What follows belongs to an exercise in optimizing a design on an open flow for a short achievable clock period; a production flow would make more cautious choices. Only simulation tests tie the RTL to the original design; equivalence was not proved. Power figures rest on the tool's default switching activity, not on a simulated workload.

==> design.v <==
module mapic_acq (
    input  wire        clk,
    input  wire        rst,
    input  wire        us_tick,
    input  wire        cin_valid,
    input  wire [7:0]  cin_data,
    input  wire        cin_last,
    output wire        cin_ready,
    output wire        cout_valid,
    output wire [7:0]  cout_data,
    output wire        cout_last,
    input  wire        cout_ready,
    output wire        sout_valid,
    output wire [7:0]  sout_data,
    output wire        sout_last,
    input  wire [11:0] adc_data,
    input  wire        trig_in,
    input  wire        rate_in,
    output wire        bus_req,
    output wire [1:0]  bus_op,
    output wire [6:0]  bus_addr,
    output wire [7:0]  bus_wdata,
    input  wire        bus_ack,
    input  wire        bus_present,
    input  wire [7:0]  bus_rdata,
    output wire        pol_out,
    output wire        tp_out,
    output wire        clr_out,
    output wire        idle,
    output wire [2:0]  fault_code,
    output wire [7:0]  bus_err_cnt
);
    localparam [6:0]  GAIN_ADDR        = 7'h2D;
    localparam [6:0]  THR_ADDR         = 7'h2C;
    localparam [10:0] SETTLE_US        = 11'd2000;
    localparam [11:0] RATE_WINDOW_US   = 12'd3000;       
    localparam [1:0]  CLR_PULSE_US     = 2'd2;
    localparam [1:0]  STREAM_PERIOD_US = 2'd3;
    localparam [1:0] BUS_PROBE = 2'd0, BUS_READ = 2'd1, BUS_WRITE = 2'd2;
    localparam [2:0] F_NONE = 3'd0, F_UNKNOWN = 3'd1, F_SHORT = 3'd5, F_OVERFLOW = 3'd6;
    localparam [2:0] PO_WRG = 3'd0, PO_WRT = 3'd1, PO_STRM = 3'd2, PO_BURST = 3'd3, PO_LSET = 3'd4;
    localparam [1:0] TX_P2 = 2'd0, TX_P4 = 2'd1, TX_PL = 2'd2, TX_PB = 2'd3;
    reg s_idle, s_decode, s_rxpay, s_paydone, s_drain, s_rdg, s_rdt, s_scan,
        s_write, s_settle, s_txwait, s_next, s_fill, s_send, s_burst, s_burstq,
        s_rate, s_rend, s_halt;
    reg         rdy;               
    reg         ad_str, ad_burst;  
    reg  [2:0]  pop;               
    reg  [2:0]  fault;
    reg  [7:0]  buserr;
    reg  [3:0]  rx_cnt;
    reg  [3:0]  rx_len;
    reg  [63:0] rx_buf;
    reg         drain_mid;
    reg         pol;
    reg         tpen;
    reg  [63:0] label;
    reg  [31:0] resp;
    reg  [1:0]  tx_kind;
    reg  [5:0]  tx_idx;
    reg         tx_busy;
    reg  [7:0]  cd;                
    reg         cl;                
    reg         breq;
    reg  [1:0]  bop;
    reg  [6:0]  baddr;
    reg  [7:0]  bwdata;
    reg  [7:0]  scan_r0, scan_r1;
    reg  [1:0]  scan_found;
    reg  [10:0] settle_cnt;
    reg  [31:0] tsec;
    reg  [19:0] tusec;
    reg  [31:0] srem;              
    reg         sfirst;            
    reg  [127:0] sh;               
    reg         fill_m2;
    reg  [1:0]  due_cnt;
    reg  [3:0]  sidx;
    reg         sl;                
    reg  [63:0] btarget;
    reg  [63:0] pcount;
    reg         reached;           
    reg         t_armed, t_insvc, t_pend, trig_q;
    reg  [1:0]  t_cnt;
    reg  [11:0] sb0, sb1, sb2, sb3;
    reg  [1:0]  dq;
    reg  [191:0] bb;               
    reg  [31:0] rval;              
    reg  [1:0]  rmod;              
    reg         r_inc;             
    reg  [11:0] win_cnt;
    reg         r_armed, r_insvc, r_pend, rate_q;
    reg  [1:0]  clr_cnt;
    wire rx_fire = cin_valid && rdy;
    wire [3:0] rx_len_now = (rx_cnt == 4'd15) ? 4'd15 : rx_cnt + 4'd1;
    wire [7:0] cat = rx_buf[7:0];
    wire [7:0] sub = rx_buf[15:8];
    wire d_potrd = (cat == 8'h00) && (sub == 8'h00);
    wire d_scan  = (cat == 8'h00) && (sub == 8'h02);
    wire d_wrg   = (cat == 8'h01) && (sub == 8'h00);
    wire d_wrt   = (cat == 8'h01) && (sub == 8'h01);
    wire d_strm  = (cat == 8'h02) && (sub == 8'h00);
    wire d_burst = (cat == 8'h02) && (sub == 8'h01);
    wire d_pollo = (cat == 8'h04) && (sub == 8'h00);
    wire d_polhi = (cat == 8'h04) && (sub == 8'h01);
    wire d_rate  = (cat == 8'h05) && (sub == 8'h01);
    wire d_tpoff = (cat == 8'h06) && (sub == 8'h00);
    wire d_tpon  = (cat == 8'h06) && (sub == 8'h01);
    wire d_lget  = (cat == 8'h07) && (sub == 8'h00);
    wire d_lset  = (cat == 8'h07) && (sub == 8'h01);
    wire d_pay   = d_wrg || d_wrt || d_strm || d_burst || d_lset;
    wire d_flag  = d_pollo || d_polhi || d_tpoff || d_tpon;
    wire d_bad   = !(d_potrd || d_scan || d_pay || d_flag || d_rate || d_lget);
    wire d_short = (rx_len < 4'd2);
    wire dec_ok  = s_decode && !d_short;
    reg [3:0] pay_need;
    always @(*) begin
        case (pop)
            PO_WRG, PO_WRT: pay_need = 4'd1;
            PO_STRM:        pay_need = 4'd4;
            default:        pay_need = 4'd8;
        endcase
    end
    wire p_short = (rx_len < pay_need);
    wire pay_ok  = s_paydone && !p_short;
    wire p_wr    = (pop == PO_WRG) || (pop == PO_WRT);
    wire p_strm  = (pop == PO_STRM);
    wire p_burst = (pop == PO_BURST);
    wire p_lset  = (pop == PO_LSET);
    wire drain_exit = !cin_valid && !drain_mid;
    wire        rem_z      = (srem == 32'd0);
    wire        rem_1      = (srem == 32'd1);
    wire        str_go     = s_next && !rem_z;
    wire        str_first  = str_go && sfirst;
    wire        us_wrap    = (tusec == 20'd999999);
    wire [31:0] tsec_inc   = us_wrap ? tsec + 32'd1 : tsec;
    wire [19:0] tusec_inc  = us_wrap ? 20'd0 : tusec + 20'd1;
    wire [31:0] tsec_next  = str_first ? 32'd0 : (us_tick ? tsec_inc  : tsec);
    wire [19:0] tusec_next = str_first ? 20'd0 : (us_tick ? tusec_inc : tusec);
    wire        fill_due   = (due_cnt == 2'd1);
    wire        fill_take  = s_fill && us_tick && fill_due;
    wire        send_end   = s_send && (sidx == 4'd15);
    wire t_edge   = trig_in && !trig_q;
    wire t_entry  = t_armed && (t_edge || t_pend);
    wire dq_full  = (dq == 2'd2);
    wire t_ovf    = t_entry && dq_full;
    wire defer_go = (s_burst || s_burstq) && (dq != 2'd0) && !t_insvc && !tx_busy;
    wire defer_fl = defer_go && (pcount[1:0] == 2'd2);
    wire burst_exit_r = reached && !t_insvc && !defer_go && !tx_busy;
    wire burst_exit   = burst_exit_r && !t_entry;
    wire bq_exit  = (dq == 2'd0) && !tx_busy;
    wire r_edge    = rate_in && !rate_q;
    wire r_entry   = r_armed && (r_edge || r_pend);
    wire win_z     = (win_cnt == 12'd0);
    wire rate_exit = win_z && !r_insvc && !r_entry;
    wire r_wrap    = (rmod == 2'd0) && (rval == 32'h55555555);
    wire ack_ok   = bus_ack && bus_present;
    wire ack_miss = bus_ack && !bus_present;
    wire scan_last = (baddr == 7'h01);
    wire scan_end = s_scan && bus_ack && scan_last;
    wire [7:0] scan_b0 = (bus_present && scan_found == 2'd0) ? {1'b0, baddr} : scan_r0;
    wire [7:0] scan_b1 = (bus_present && scan_found == 2'd1) ? {1'b0, baddr} : scan_r1;
    wire settle_1 = (settle_cnt == 11'd1);
    wire n_idle    = (s_idle && !(cin_valid && cin_last))
                   || (dec_ok && d_flag)
                   || (pay_ok && p_lset)
                   || (s_drain && drain_exit && !ad_str && !ad_burst)
                   || ((s_rdg || s_rdt || s_write) && ack_miss)
                   || (s_settle && us_tick && settle_1)
                   || (s_txwait && !tx_busy)
                   || (s_next && rem_z);
    wire n_decode  = s_idle && cin_valid && cin_last;
    wire n_rxpay   = (dec_ok && d_pay) || (s_rxpay && !(cin_valid && cin_last));
    wire n_paydone = s_rxpay && cin_valid && cin_last;
    wire n_drain   = (pay_ok && (p_strm || p_burst)) || (s_drain && !drain_exit)
                   || (s_burstq && bq_exit);
    wire n_rdg     = (dec_ok && d_potrd) || (s_rdg && !bus_ack);
    wire n_rdt     = (s_rdg && ack_ok) || (s_rdt && !bus_ack);
    wire n_scan    = (dec_ok && d_scan) || (s_scan && !(bus_ack && scan_last));
    wire n_write   = (pay_ok && p_wr) || (s_write && !bus_ack);
    wire n_settle  = (s_write && ack_ok) || (s_settle && !(us_tick && settle_1));
    wire n_txwait  = (dec_ok && d_lget) || (s_rdt && ack_ok) || scan_end || s_rend
                   || (s_txwait && tx_busy);
    wire n_next    = (s_drain && drain_exit && ad_str) || send_end;
    wire n_fill    = (str_go && !rem_1) || (s_fill && !(us_tick && fill_due));
    wire n_send    = (str_go && rem_1) || fill_take || (s_send && (sidx != 4'd15));
    wire n_burst   = ((s_drain && drain_exit && ad_burst) || (s_burst && !burst_exit)) && !t_ovf;
    wire n_burstq  = (s_burst && burst_exit) || (s_burstq && !bq_exit);
    wire n_rate    = (dec_ok && d_rate) || (s_rate && !rate_exit);
    wire n_rend    = s_rate && rate_exit;
    wire n_halt    = s_halt || (s_decode && (d_short || d_bad)) || (s_paydone && p_short) || t_ovf;
    wire tx_start_p2 = (s_rdt && ack_ok) || scan_end;
    wire tx_start    = tx_start_p2 || (dec_ok && d_lget) || s_rend || defer_fl;
    wire tx_adv      = tx_busy && cout_ready;
    reg [5:0] tx_len;
    always @(*) begin
        case (tx_kind)
            TX_P2:   tx_len = 6'd2;
            TX_P4:   tx_len = 6'd4;
            TX_PL:   tx_len = 6'd8;
            default: tx_len = 6'd32;
        endcase
    end
    wire [5:0] tx_k = tx_idx + 6'd1;
    reg  [7:0] tx_nbyte;           
    always @(*) begin
        case (tx_kind)
            TX_P2, TX_P4: tx_nbyte = resp[tx_k[1:0]*8 +: 8];
            TX_PL:        tx_nbyte = label[tx_k[2:0]*8 +: 8];
            default:      tx_nbyte = tx_k[0] ? {4'd0, bb[tx_k[4:1]*12 + 8 +: 4]}
                                             : bb[tx_k[4:1]*12 +: 8];
        endcase
    end
    reg [7:0] tx_fbyte;            
    always @(*) begin
        if (s_rdt)        tx_fbyte = resp[7:0];
        else if (s_scan)  tx_fbyte = scan_b0;
        else if (s_rend)  tx_fbyte = rval[7:0];
        else if (s_decode) tx_fbyte = label[7:0];
        else              tx_fbyte = bb[7:0];
    end
    always @(posedge clk) begin
        if (rst) begin
            s_idle <= 1'b1; s_decode <= 1'b0; s_rxpay <= 1'b0; s_paydone <= 1'b0;
            s_drain <= 1'b0; s_rdg <= 1'b0; s_rdt <= 1'b0; s_scan <= 1'b0;
            s_write <= 1'b0; s_settle <= 1'b0; s_txwait <= 1'b0; s_next <= 1'b0;
            s_fill <= 1'b0; s_send <= 1'b0; s_burst <= 1'b0; s_burstq <= 1'b0;
            s_rate <= 1'b0; s_rend <= 1'b0; s_halt <= 1'b0;
            rdy         <= 1'b1;
            ad_str      <= 1'b0;
            ad_burst    <= 1'b0;
            pop         <= 3'd0;
            fault       <= F_NONE;
            buserr      <= 8'd0;
            rx_cnt      <= 4'd0;
            rx_len      <= 4'd0;
            rx_buf      <= 64'd0;
            drain_mid   <= 1'b0;
            pol         <= 1'b0;
            tpen        <= 1'b0;
            label       <= 64'd0;
            resp        <= 32'd0;
            tx_kind     <= TX_P2;
            tx_idx      <= 6'd0;
            tx_busy     <= 1'b0;
            cd          <= 8'd0;
            cl          <= 1'b0;
            breq        <= 1'b0;
            bop         <= BUS_PROBE;
            baddr       <= 7'd0;
            bwdata      <= 8'd0;
            scan_r0     <= 8'd0;
            scan_r1     <= 8'd0;
            scan_found  <= 2'd0;
            settle_cnt  <= 11'd0;
            tsec        <= 32'd0;
            tusec       <= 20'd0;
            srem        <= 32'd0;
            sfirst      <= 1'b0;
            sh          <= 128'd0;
            fill_m2     <= 1'b0;
            due_cnt     <= 2'd0;
            sidx        <= 4'd0;
            sl          <= 1'b0;
            btarget     <= 64'd0;
            pcount      <= 64'd0;
            reached     <= 1'b0;
            t_armed     <= 1'b0;
            t_insvc     <= 1'b0;
            t_pend      <= 1'b0;
            trig_q      <= 1'b0;
            t_cnt       <= 2'd0;
            sb0         <= 12'd0;
            sb1         <= 12'd0;
            sb2         <= 12'd0;
            sb3         <= 12'd0;
            dq          <= 2'd0;
            bb          <= 192'd0;
            rval        <= 32'd0;
            rmod        <= 2'd0;
            r_inc       <= 1'b0;
            win_cnt     <= 12'd0;
            r_armed     <= 1'b0;
            r_insvc     <= 1'b0;
            r_pend      <= 1'b0;
            rate_q      <= 1'b0;
            clr_cnt     <= 2'd0;
        end else begin
            s_idle <= n_idle; s_decode <= n_decode; s_rxpay <= n_rxpay; s_paydone <= n_paydone;
            s_drain <= n_drain; s_rdg <= n_rdg; s_rdt <= n_rdt; s_scan <= n_scan;
            s_write <= n_write; s_settle <= n_settle; s_txwait <= n_txwait; s_next <= n_next;
            s_fill <= n_fill; s_send <= n_send; s_burst <= n_burst; s_burstq <= n_burstq;
            s_rate <= n_rate; s_rend <= n_rend; s_halt <= n_halt;
            rdy <= n_idle || n_rxpay || n_drain;
            trig_q <= trig_in;
            rate_q <= rate_in;
            if (rdy && !rx_cnt[3])
                rx_buf[rx_cnt[2:0]*8 +: 8] <= cin_data;
            if (rx_fire) begin
                if (cin_last) begin
                    rx_cnt <= 4'd0;
                    rx_len <= rx_len_now;
                end else begin
                    rx_cnt <= rx_len_now;
                end
            end
            if (s_decode) begin
                if (d_wrg)   pop <= PO_WRG;
                if (d_wrt)   pop <= PO_WRT;
                if (d_strm)  pop <= PO_STRM;
                if (d_burst) pop <= PO_BURST;
                if (d_lset)  pop <= PO_LSET;
            end
            if (dec_ok && d_pollo) pol  <= 1'b0;
            if (dec_ok && d_polhi) pol  <= 1'b1;
            if (dec_ok && d_tpoff) tpen <= 1'b0;
            if (dec_ok && d_tpon)  tpen <= 1'b1;
            if (s_decode && d_short)
                fault <= F_SHORT;
            else if (s_decode && d_bad)
                fault <= F_UNKNOWN;
            if (s_paydone && p_short)
                fault <= F_SHORT;
            if (t_ovf)
                fault <= F_OVERFLOW;
            if (pay_ok && p_wr)
                bwdata <= rx_buf[7:0];
            if (pay_ok && p_lset)
                label <= rx_buf;
            if (pay_ok && p_strm) begin
                srem   <= rx_buf[31:0];
                sfirst <= 1'b1;
            end
            if (pay_ok && p_burst)
                btarget <= rx_buf;
            if (pay_ok && p_strm) begin
                ad_str   <= 1'b1;
                ad_burst <= 1'b0;
            end
            if (pay_ok && p_burst) begin
                ad_str   <= 1'b0;
                ad_burst <= 1'b1;
            end
            if (s_burstq && bq_exit) begin
                ad_str   <= 1'b0;
                ad_burst <= 1'b0;
            end
            if (s_drain && rx_fire)
                drain_mid <= !cin_last;
            else if (s_paydone || s_burstq)
                drain_mid <= 1'b0;
            if (dec_ok && d_potrd) begin
                bop   <= BUS_READ;
                baddr <= GAIN_ADDR;
            end
            if (dec_ok && d_scan) begin
                bop   <= BUS_PROBE;
                baddr <= 7'h7F;
            end
            if (pay_ok && p_wr) begin
                bop   <= BUS_WRITE;
                baddr <= (pop == PO_WRG) ? GAIN_ADDR : THR_ADDR;
            end
            if (s_rdg && ack_ok) begin
                bop   <= BUS_READ;
                baddr <= THR_ADDR;
            end
            if (s_scan && bus_ack && !scan_last)
                baddr <= baddr - 7'd1;
            if (t_ovf)
                breq <= 1'b0;
            else if ((dec_ok && (d_potrd || d_scan)) || (pay_ok && p_wr) || (s_rdg && ack_ok)
                     || (s_scan && bus_ack && !scan_last))
                breq <= 1'b1;
            else if (bus_ack)
                breq <= 1'b0;
            if ((s_rdg || s_rdt || s_write) && ack_miss)
                buserr <= buserr + 8'd1;
            if (dec_ok && d_scan) begin
                scan_found <= 2'd0;
                scan_r0    <= 8'd0;
                scan_r1    <= 8'd0;
            end
            if (s_scan && bus_ack && bus_present) begin
                if (scan_found == 2'd0) scan_r0 <= {1'b0, baddr};
                if (scan_found == 2'd1) scan_r1 <= {1'b0, baddr};
                if (scan_found != 2'd2) scan_found <= scan_found + 2'd1;
            end
            if (s_rdg && ack_ok)
                resp[7:0] <= bus_rdata;
            if (s_rdt && ack_ok)
                resp[15:8] <= bus_rdata;
            if (scan_end) begin
                resp[7:0]  <= scan_b0;
                resp[15:8] <= scan_b1;
            end
            if (s_rend)
                resp <= rval;
            if (s_write && ack_ok)
                settle_cnt <= SETTLE_US;
            else if (s_settle && us_tick)
                settle_cnt <= settle_cnt - 11'd1;
            if (t_ovf) begin
                tx_busy <= 1'b0;
            end else if (tx_start) begin
                tx_busy <= 1'b1;
            end else if (tx_adv && cl) begin
                tx_busy <= 1'b0;
            end
            if (tx_start) begin
                tx_idx <= 6'd0;
                cd     <= tx_fbyte;
            end else if (tx_adv) begin
                tx_idx <= cl ? 6'd0 : tx_k;
                cd     <= tx_nbyte;
            end
            if (tx_start_p2)       tx_kind <= TX_P2;
            if (dec_ok && d_lget)  tx_kind <= TX_PL;
            if (s_rend)            tx_kind <= TX_P4;
            if (defer_fl)          tx_kind <= TX_PB;
            if (!tx_busy)
                cl <= 1'b0;
            else if (cout_ready)
                cl <= (tx_idx == tx_len - 6'd2);
            tsec  <= tsec_next;
            tusec <= tusec_next;
            if (str_go) begin
                sh      <= {64'd0, tusec_next, adc_data, tsec_next};
                fill_m2 <= !rem_1;
                due_cnt <= STREAM_PERIOD_US;
                sidx    <= 4'd0;
            end else begin
                if (fill_take)
                    sh[127:64] <= {tusec_inc, adc_data, tsec_inc};
                else if (s_send)
                    sh <= {8'd0, sh[127:8]};
                if (s_fill && us_tick && !fill_due)
                    due_cnt <= due_cnt - 2'd1;
                if (s_send)
                    sidx <= sidx + 4'd1;
            end
            sl <= s_send && (sidx == 4'd14);
            if (send_end) begin
                srem   <= srem - (fill_m2 ? 32'd2 : 32'd1);
                sfirst <= 1'b0;
            end
            if (t_entry) begin
                t_armed <= 1'b0;
                t_insvc <= 1'b1;
                t_pend  <= 1'b0;
                t_cnt   <= 2'd1;
                sb0     <= adc_data;
            end else if (t_insvc) begin
                if (t_edge)
                    t_pend <= 1'b1;
                case (t_cnt)
                    2'd1: sb1 <= adc_data;
                    2'd2: sb2 <= adc_data;
                    default: sb3 <= adc_data;
                endcase
                t_cnt <= t_cnt + 2'd1;
                if (t_cnt == 2'd3) begin
                    t_insvc <= 1'b0;
                    t_armed <= 1'b1;
                end
            end
            if (s_drain && drain_exit && ad_burst)
                t_armed <= 1'b1;
            if (s_burst && burst_exit)
                t_armed <= 1'b0;
            if (t_ovf) begin
                t_armed <= 1'b0;
                t_insvc <= 1'b0;
                t_pend  <= 1'b0;
            end
            if (s_drain && drain_exit && ad_burst)
                pcount <= 64'd0;
            else if (t_insvc && t_cnt == 2'd1)
                pcount <= pcount + 64'd1;
            if (s_drain && drain_exit && ad_burst)
                reached <= (btarget == 64'd0);
            else
                reached <= (pcount >= btarget);
            if (defer_go) begin
                case (pcount[1:0])
                    2'd0: bb[  0 +: 48] <= {sb3, sb2, sb1, sb0};
                    2'd1: bb[ 48 +: 48] <= {sb3, sb2, sb1, sb0};
                    2'd2: bb[ 96 +: 48] <= {sb3, sb2, sb1, sb0};
                    default: bb[144 +: 48] <= {sb3, sb2, sb1, sb0};
                endcase
            end
            case ({t_entry, defer_go})
                2'b10:   dq <= dq + 2'd1;
                2'b01:   dq <= dq - 2'd1;
                default: dq <= dq;
            endcase
            r_inc <= r_entry;
            if (r_entry) begin
                r_armed <= 1'b0;
                r_insvc <= 1'b1;
                r_pend  <= 1'b0;
                clr_cnt <= CLR_PULSE_US;
            end else if (r_insvc) begin
                if (r_edge)
                    r_pend <= 1'b1;
                if (us_tick) begin
                    clr_cnt <= clr_cnt - 2'd1;
                    if (clr_cnt == 2'd1) begin
                        r_insvc <= 1'b0;
                        r_armed <= 1'b1;
                    end
                end
            end
            if (dec_ok && d_rate) begin
                win_cnt <= RATE_WINDOW_US;
                r_armed <= 1'b1;
            end else if (s_rate && !win_z && us_tick) begin
                win_cnt <= win_cnt - 12'd1;
            end
            if (s_rate && rate_exit)
                r_armed <= 1'b0;
            if (t_ovf) begin
                r_armed <= 1'b0;
                r_insvc <= 1'b0;
                r_pend  <= 1'b0;
            end
            if (dec_ok && d_rate) begin
                rval <= 32'd0;
                rmod <= 2'd0;
            end else if (r_inc) begin
                if (r_wrap) begin
                    rval <= 32'd0;
                    rmod <= 2'd0;
                end else begin
                    if (rmod == 2'd1)
                        rval <= rval + 32'd1;
                    rmod <= (rmod == 2'd2) ? 2'd0 : rmod + 2'd1;
                end
            end
        end
    end
    assign cin_ready  = rdy;
    assign cout_valid = tx_busy;
    assign cout_data  = cd;
    assign cout_last  = cl;
    assign sout_valid = s_send;
    assign sout_data  = sh[7:0];
    assign sout_last  = sl;
    assign bus_req    = breq;
    assign bus_op     = bop;
    assign bus_addr   = baddr;
    assign bus_wdata  = bwdata;
    assign pol_out    = pol;
    assign tp_out     = tpen;
    assign clr_out    = r_insvc;
    assign idle       = s_idle;
    assign fault_code = fault;
    assign bus_err_cnt = buserr;
endmodule
==> run.sh <==
#!/bin/bash
# synth_recipe.tcl (not shown) runs the flow's synth.tcl, then flattens the netlist and writes it again
# the make line also repeats each setting of config.mk as NAME=value (left out here)
make -C /OpenROAD-flow-scripts/flow DESIGN_CONFIG=/design/flow/config.mk WORK_HOME=/design/flow/orfs CLKGATE_MAP_FILE= SYNTH_SCRIPT=/design/flow/synth_recipe.tcl finish
==> config.mk <==
export PLATFORM = sky130hd
export DESIGN_NAME = mapic_acq
export DESIGN_NICKNAME = mapic_acq
export VERILOG_FILES = /design/flow/design.v
export SDC_FILE = /design/flow/constraint.sdc
export NUM_CORES = 4
export LEC_CHECK = 0
export CAP_MARGIN = 20
export CORE_MARGIN = 2
export CORE_UTILIZATION = 40
export SLEW_MARGIN = 20
==> constraint.sdc <==
create_clock -name core_clock -period 18.0 [get_ports {clk}]
set_input_delay 3.6000 -clock core_clock [delete_from_list [all_inputs] [get_ports {clk}]]
set_output_delay 3.6000 -clock core_clock [all_outputs]
set_load 0.01 [all_outputs]
==> results of run 1 <==
routing by layer:
metal	share of wire	routed length [um]	vias to the layer above
met5	0.00021	28	-
met4	0.021	2776	4
met3	0.066	8721	184
met2	0.43	56440	1110
met1	0.48	63380	17610
li1	-	-	17690
critical path: stages:
cell	delay, ps
clkdlybuf4s50_1	460
nor2b_1	560
o21a_1	570
inv_1	520
nor3b_1	640
or2_2	350
and3b_1	200
cells by family after synthesis:
| group | Yosys count | share of synthesized area |
|---|---|---|
| simple gates | 2106 | 0.2162 |
| mux | 295 | 0.1008 |
| buf+inv | 483 | 0.04466 |
| flops | 922 | 0.4245 |
| compound gates | 1005 | 0.1385 |
| xor+xnor | 215 | 0.04380 |
| fa+ha+maj | 108 | 0.03143 |
per-stage QoR:
step / hold slack [ps] / area [sq um]
detailed placement: 443.3 / 45170
CTS: 451.4 / 48500
floorplan: 424.4 / 43480
global route: 462.2 / 48510
global placement: 438.2 / 45170
finish: 449.5 / 48510
path summary, 6_finish.rpt:
| path | from | endpoint | slack (ps) |
|---|---|---|---|
| worst min register to register | label[32] | label[32] | 450 |
| worst max-delay path | trig_in | t_armed | 11640 |
| worst max register to register | tx_idx[0] | cd[0] | 12860 |
| worst min-delay path | label[32] | label[32] | 450 |
report_power, final:
group	switching, uW	internal [uW]
Clock	871	1220
Sequential	10.2	2040
Combinational	81.7	27.9
placed cells by master, fill, tap and decap left out, types with 89 or more instances in the layout:
| cell type | Yosys | routed |
|---|---|---|
| dfxtp_1 | 922 | 919 |
| a211oi_1 | 101 | 101 |
| clkdlybuf4s50_1 | 0 | 89 |
| clkbuf_16 | 0 | 101 |
| inv_1 | 130 | 130 |
| mux2i_1 | 168 | 168 |
| xor2_1 | 122 | 121 |
| nand2_1 | 973 | 971 |
| mux4_2 | 113 | 113 |
| xnor2_1 | 91 | 89 |
| a21oi_1 | 567 | 567 |
| ha_1 | 106 | 104 |
| nand3_1 | 152 | 149 |
| nor2_1 | 514 | 514 |
state kept, by name (all words and copies together) (netlist names), 20 cells and up:
signal   cells
rval        32
tusec       20
tsec        32
resp        32
label       64
btarget     64
srem        32
rx_buf      64
pcount      64
sh         128
bb         192
area by class of cell:
type	instances	area, sq um
clock buffer	139	2850
clock inverter	43	483.0
fill	10570	59000
inverter	132	495.5
multi-input combinational	3729	23190
sequential	922	18460
tap	1403	1755
timing repair buffer	139	1271
==> results.tsv, run 1 <==
metric	value	unit
status	finished clean	
fp.dieW	333.7	um
endpoint_kind	flip-flop	
num_vias	36600	
start_kind	input pin	
yosys.area.top_type_share	0.4245	
grt_pass1_vias	33940	
grt_use_met3	0.03033	
synth-edff-count	0	
setup_tns	0	ps
synthArstFlopShare	0	
synth_cell_types	85	
ir_worst_vdd	0.06363	mV
syn_inst	5134	
port_buffers	91	
maxSlewViolCount	0	
diodes	0	
syn-cell-area	43480	sq um
grt_util_met2	0.3411	
drtAntennaViolNets	0	
post-route-util	0.4512	
cts_max_path_buffers	3	
wire_per_inst	20.18	um
fin_nets	5168	
io_pins	92	
synth_nets	5280	
finalSetupViolCount	0	
synthTopCellsByArea	dfxtp_1 (42%), nand2_1 (8.4%), a21oi_1 (6.5%)	
layout_min_cycle_time	6357	ps
path_clk_slew	60	ps
synth.avg_cell_area	8.469	sq um
drcViolationCount	0	
fp-row-count	120	
grt.busiest_layer	met1	
start_util	0.4044	
postSynthRegisterBits	922	
clock_sinks	922	
cap_viol_max_count	0	
cts_tree	built	
yosysTopAreaCell	dfxtp_1	
worstSetupPathType	in -> reg	
routed_wl	131300	um
cts_buffers	98	
fmax	0.1573	GHz
hpwl	90050	um
stdcell_count	6507	
synth_commonest_cells	nand2_1 (973), dfxtp_1 (922), a21oi_1 (567), nor2_1 (514), clkbuf_1 (275)	
synthFlopType	dfxtp_1	
fp.dieH	333.7	um
drt_first_pass_iters	6	
reg2reg_depth	16	
grt_overflow	0	
synthMostInstantiatedCell	nand2_1	
cts_root_buffer	clkbuf_16	
critPathMaxFanout	22	
ys_seq_area_frac	0.4245	
area_growth	11.57	%
tightest_slew	1235	ps
antenna_found_initial	3	
place.gp.congestion	0.8783	
grt_max_degree	104	
slew_headroom	0.1708	
p_per_area	87.74	nW/um^2
arrival	6910	ps
vias_per_cell	5.624	
holdCritPathClass	reg -> reg	
leakagePower	0.01672	uW
dp_worst_setup_slack	10990	ps
dpl.cell_count	6325	
drt_iter0_markers	3496	
required	18550	ps
hold_violations	0	
rsz0062_at_grt	false	
use_met1	0.3481	
whs_path_depth	2	
layout-drive-gt1-share	0.07778	
setup_slack	11640	ps
grt_usage	0.2296	
post_cts_buffers	0	
htree_levels	3	
period_share	0.3532	
grt_pass1_wl	204000	um
die-area	111300	sq um
core-area	107500	sq um
cts_resized	0	
ys.warnings.count	1	
p_total	4256	uW
hold_buffers	0	
clock_skew	24.54	ps
clock_latency	670	ps
==> inputs of run 2 (changes only) <==
--- a/design.v
+++ b/design.v
@@ -59,3 +59,3 @@
     reg  [1:0]  tx_kind;
-    reg  [5:0]  tx_idx;
+    reg  [5:0]  tx_k;              
     reg         tx_busy;
@@ -203,3 +203,10 @@
     end
-    wire [5:0] tx_k = tx_idx + 6'd1;
+    wire [11:0] bbw [0:15];
+    genvar gi;
+    generate
+        for (gi = 0; gi < 16; gi = gi + 1) begin : g_bbw
+            assign bbw[gi] = bb[gi*12 +: 12];
+        end
+    endgenerate
+    wire [11:0] pb_word = bbw[tx_k[4:1]];
     reg  [7:0] tx_nbyte;           
@@ -207,6 +214,23 @@
         case (tx_kind)
-            TX_P2, TX_P4: tx_nbyte = resp[tx_k[1:0]*8 +: 8];
-            TX_PL:        tx_nbyte = label[tx_k[2:0]*8 +: 8];
-            default:      tx_nbyte = tx_k[0] ? {4'd0, bb[tx_k[4:1]*12 + 8 +: 4]}
-                                             : bb[tx_k[4:1]*12 +: 8];
+            TX_P2, TX_P4: begin
+                case (tx_k[1:0])
+                    2'd0: tx_nbyte = resp[7:0];
+                    2'd1: tx_nbyte = resp[15:8];
+                    2'd2: tx_nbyte = resp[23:16];
+                    default: tx_nbyte = resp[31:24];
+                endcase
+            end
+            TX_PL: begin
+                case (tx_k[2:0])
+                    3'd0: tx_nbyte = label[7:0];
+                    3'd1: tx_nbyte = label[15:8];
+                    3'd2: tx_nbyte = label[23:16];
+                    3'd3: tx_nbyte = label[31:24];
+                    3'd4: tx_nbyte = label[39:32];
+                    3'd5: tx_nbyte = label[47:40];
+                    3'd6: tx_nbyte = label[55:48];
+                    default: tx_nbyte = label[63:56];
+                endcase
+            end
+            default: tx_nbyte = tx_k[0] ? {4'd0, pb_word[11:8]} : pb_word[7:0];
         endcase
@@ -243,3 +267,3 @@
             tx_kind     <= TX_P2;
-            tx_idx      <= 6'd0;
+            tx_k        <= 6'd1;
             tx_busy     <= 1'b0;
@@ -410,6 +434,6 @@
             if (tx_start) begin
-                tx_idx <= 6'd0;
+                tx_k   <= 6'd1;
                 cd     <= tx_fbyte;
             end else if (tx_adv) begin
-                tx_idx <= cl ? 6'd0 : tx_k;
+                tx_k   <= cl ? 6'd1 : tx_k + 6'd1;
                 cd     <= tx_nbyte;
@@ -423,3 +447,3 @@
             else if (cout_ready)
-                cl <= (tx_idx == tx_len - 6'd2);
+                cl <= (tx_k == tx_len - 6'd1);
             tsec  <= tsec_next;
==> flow/run.sh (new file) <==
#!/bin/bash
set -euo pipefail
W=$(pwd)
MARGIN=$(cat "$W/flow/margin")
export SETUP_SLACK_MARGIN=$MARGIN
export PRE_REPAIR_TIMING_POST_PLACE_TCL=$W/flow/post_place.tcl
bash "$W/standard.sh" synth > "$W/flow_synth.log" 2>&1
bash "$W/standard.sh" > "$W/flow_layout.log" 2>&1
==> flow/margin (new file) <==
13.6
==> flow/post_place.tcl (new file) <==
# Before the post-placement repair: repair setup with the margin the flow asks for.
estimate_parasitics -placement
repair_timing -setup -setup_margin $::env(SETUP_SLACK_MARGIN) -repair_tns 100 -verbose
==> standard.sh (new file) <==
#!/bin/bash
# synth_recipe.tcl (not shown) runs the flow's synth.tcl, then flattens the netlist and writes it again
# the make line also repeats each setting of config.mk as NAME=value (left out here)
make -C /OpenROAD-flow-scripts/flow DESIGN_CONFIG=/design/flow/config.mk WORK_HOME=/design/flow/orfs CLKGATE_MAP_FILE= SYNTH_SCRIPT=/design/flow/synth_recipe.tcl "${@:-finish}"
removed: run.sh
==> results.tsv, run 2 <==
metric	value	unit	change
fin_nets	5411		+4.7%
area_growth	19.58	%	
wire_per_inst	21.73	um	+7.7%
fp.dieW	331.4	um	-0.69%
clock_latency	710	ps	+40 ps
leakagePower	0.01764	uW	+5.5%
holdCritPathClass	reg -> reg		
critPathSlowestCell	dfxtp_4		
regMostFlops	bb		
grt_pass1_vias	36440		+7.4%
yosys.area.top_type_share	0.4306		+0.006022
endpoint_kind	output port		
grt_pass1_wl	224700	um	+10%
whs_path_depth	1		-1
slew_headroom	0.2142		+0.04348
cap_viol_max_count	0		unchanged
port_buffers	91		unchanged
cts_tree	built		
routed_wl	147000	um	+12%
p_per_area	87.19	nW/um^2	-0.63%
cts_root_buffer	clkbuf_16		
synth_cell_types	92		+8.2%
fp.dieH	331.4	um	-0.69%
placed_cell_area	45680	sq um	+1.1%
start_kind	flip-flop		
ys.warnings.count	1		unchanged
ir_worst_vdd	0.08047	mV	+26%
cts_max_path_buffers	3		unchanged
htree_levels	3		unchanged
grt_usage	0.2581		+0.02853
seqPwrFrac	0.459		-0.024
synth_commonest_cells	nand2_1 (980), dfxtp_1 (922), a21oi_1 (586), nor2_1 (442), clkbuf_1 (308)		
crit_chain	buf_6		
postSynthRegisterBits	922		unchanged
rsz0062_at_grt	true		
layout-drive-gt1-share	0.1401		+0.06233
die-area	109800	sq um	-1.4%
syn-cell-area	42870	sq um	-1.4%
critPathTopFamily	flip-flops		
synthTopCellsByArea	dfxtp_1 (43%), nand2_1 (8.6%), a21oi_1 (6.8%)		
synth.avg_cell_area	8.113	sq um	-4.2%
num_vias	39220		+7.2%
swShare	0.2280		+0.001739
finalSetupViolCount	0		unchanged
drcViolationCount	0		unchanged
worstSetupPathType	reg -> out		
p_int	3450	uW	+4.8%
yosysTopAreaCell	dfxtp_1		
drt_first_pass_iters	8		+2
p_sw	1019	uW	+5.8%
io_pins	92		unchanged
arrival	1260	ps	-5650 ps
path_clk_slew	60	ps	about the same
layout_commonest_cell	nand2_1		
combPwrFrac	0.033		+0.007
reg2reg_slack	13930	ps	+1070 ps
maxSlewViolCount	0		unchanged
core-area	106800	sq um	-0.70%
synthMostInstantiatedCell	nand2_1		
synthArstFlopShare	0		unchanged
setup_tns	0	ps	unchanged
critPathMaxFanout	2		-91%
syn_inst	5284		+2.9%
post-route-util	0.4802		+0.02899
fp-row-count	120		unchanged
cp.depth	1		-6
layout_min_cycle_time	4857	ps	-1500 ps
drtAntennaViolNets	0		unchanged
n_fill_cell	10210		-3.5%
fmax	0.2059	GHz	+31%
status	finished clean		
tightest_slew	1176	ps	-58.76 ps
grt_overflow	0		unchanged
start_util	0.4016		-0.002852
grt_max_degree	88		-15%
clock_skew	38.75	ps	+14.21 ps
period_share	0.2698		-0.08332
largest_register_ffs	192		unchanged
fin_area	51260	sq um	+5.7%
critPathBufInv	1		-1
slowest_delay	420	ps	-220 ps
vias_per_cell	5.798		+3.1%
synthFlopType	dfxtp_1		
cts_buffers	105		+7.1%
synth-edff-count	0		unchanged
synth_nets	5426		+2.8%
top_regs	bb x192, sh x128		
hpwl	92740	um	+3.0%
clockPowerShare	0.508		+0.017
layout_common_cells	nand2_1 (962), dfxtp_1 (864), a21oi_1 (561), nor2_1 (431), mux2i_1 (149)		
clock_sinks	922		unchanged
p_total	4470	uW	+5.0%
reg2reg_depth	8		-8
required	14400	ps	-4150 ps
hold-worst-slack	450.8	ps	+1.342 ps
antenna_found_initial	3		unchanged
place.gp.congestion	0.8737		-0.52%
drt_iter0_markers	4024		+15%
hold_violations	0		unchanged
ys_seq_area_frac	0.4306		+0.006022
==> run 2: cell count changes after synthesis, moves of 21 or more <==
cell / delta
a32oi_1: +29
nand4_1: +21
clkbuf_1: +33
mux4_2: -110
xor2_1: -33
nor2b_1: +25
o21ai_0: +58
nor2_1: -72
or3_1: +32
==> run 2: stage by stage <==
stage          setup WS [ps]  cells
6_report               13140   6764
3_5_place_dp           11050   6465
3_3_place_gp           11060   6465
5_1_grt                13130   6763
4_1_cts                13130   6745
2_1_floorplan          12810   5284
==> run 2: logic make-up (layout without fill, tap and decap cells) <==
group / Yosys count / after routing / synth area share
AO/OA/AOI/OAI: 1237 / 1237 / 0.1809
buffers and inverters: 503 / 573 / 0.04568
AND/OR/NAND/NOR: 2165 / 2171 / 0.2335
other: 0 / 1 / 0
flip-flops: 922 / 922 / 0.4306
multiplexers: 176 / 176 / 0.04261
adder cells (fa/ha/maj): 104 / 104 / 0.03053
XOR/XNOR: 177 / 177 / 0.03616
==> run 2: final cells by class <==
type | count | area [sq um] | area share
Tap cell | 1403 | 1755 | 0.03424
Sequential cell | 922 | 18570 | 0.3623
Multi-Input combinational cell | 3865 | 23960 | 0.4675
Timing Repair inverter | 1 | 8.758 | 0.0001709
Inverter | 130 | 508.0 | 0.009909
Antenna cell | 1 | 2.502 | 0.00004882
Clock buffer | 162 | 3216 | 0.06273
Timing Repair Buffer | 244 | 2771 | 0.05406
Clock inverter | 36 | 465.4 | 0.009080
==> run 2: power groups by stage <==
stage / logic (uW) / registers, uW / clock network, uW
6_report: 147 / 2050 / 2270
5_1_grt: 154 / 2050 / 2380
4_1_cts: 141 / 2050 / 2300
3_5_place_dp: 116 / 2100 / 0
3_3_place_gp: 117 / 2100 / 0
2_1_floorplan: 83.7 / 2090 / 0
==> run 2: routing by layer <==
layer  share of wire  vias to the layer above  global-route usage
met2            0.46                     1275              0.4148
met4           0.034                        4             0.08394
met3           0.066                      302             0.04239
met5         0.00014                        -                   0
met1            0.44                    18990              0.3526
li1                -                    18650                   -
==> run 2: worst paths after layout <==
kind,from,end
max,cd[1],cout_data[1]
min,s_rxpay,s_paydone
max reg2reg,tx_k[2],cd[0]
min reg2reg,s_rxpay,s_paydone
==> run 2: timing repair <==
| action | CTS | global route |
|---|---|---|
| cloned | 19 | 0 |
| gates resized for setup | 466 | 50 |
| endpoints found under the setup margin | 895 | 284 |
| pin swaps | 23 | 24 |
| buffers inserted | 63 | 18 |
| hold buffers | 0 | 0 |

re-timing with driven ports:
The results above use ideal ports. As a check the final layouts listed here were re-extracted and re-timed, cells and wires unchanged.
Step 1 (the two cells are an assumption about what drives the block):
set clk [get_ports {clk}]
set_driving_cell -lib_cell sky130_fd_sc_hd__clkbuf_16 $clk
set_driving_cell -lib_cell sky130_fd_sc_hd__buf_2 [delete_from_list [all_inputs] $clk]
Step 2, shift: input delay + t, output delay - t, t = (earliest + latest rising clock arrival at the registers) / 2. This alone moves slack from input paths to output paths.
a / b / c = no drivers / after step 1 / after step 2; a / b = the first two.
run	t, ns	setup WS [ns]	worst setup path after step 2
run 1	0.732	11.643 / 11.692 / 10.961	input to register
run 2	0.770	13.143 / 13.068 / 12.678	input to register
After both steps setup and hold are still met in every run listed. For run 1, which loses most, drivers alone change the setup slack by +0.049 ns; drivers and shift together by -0.682 ns.
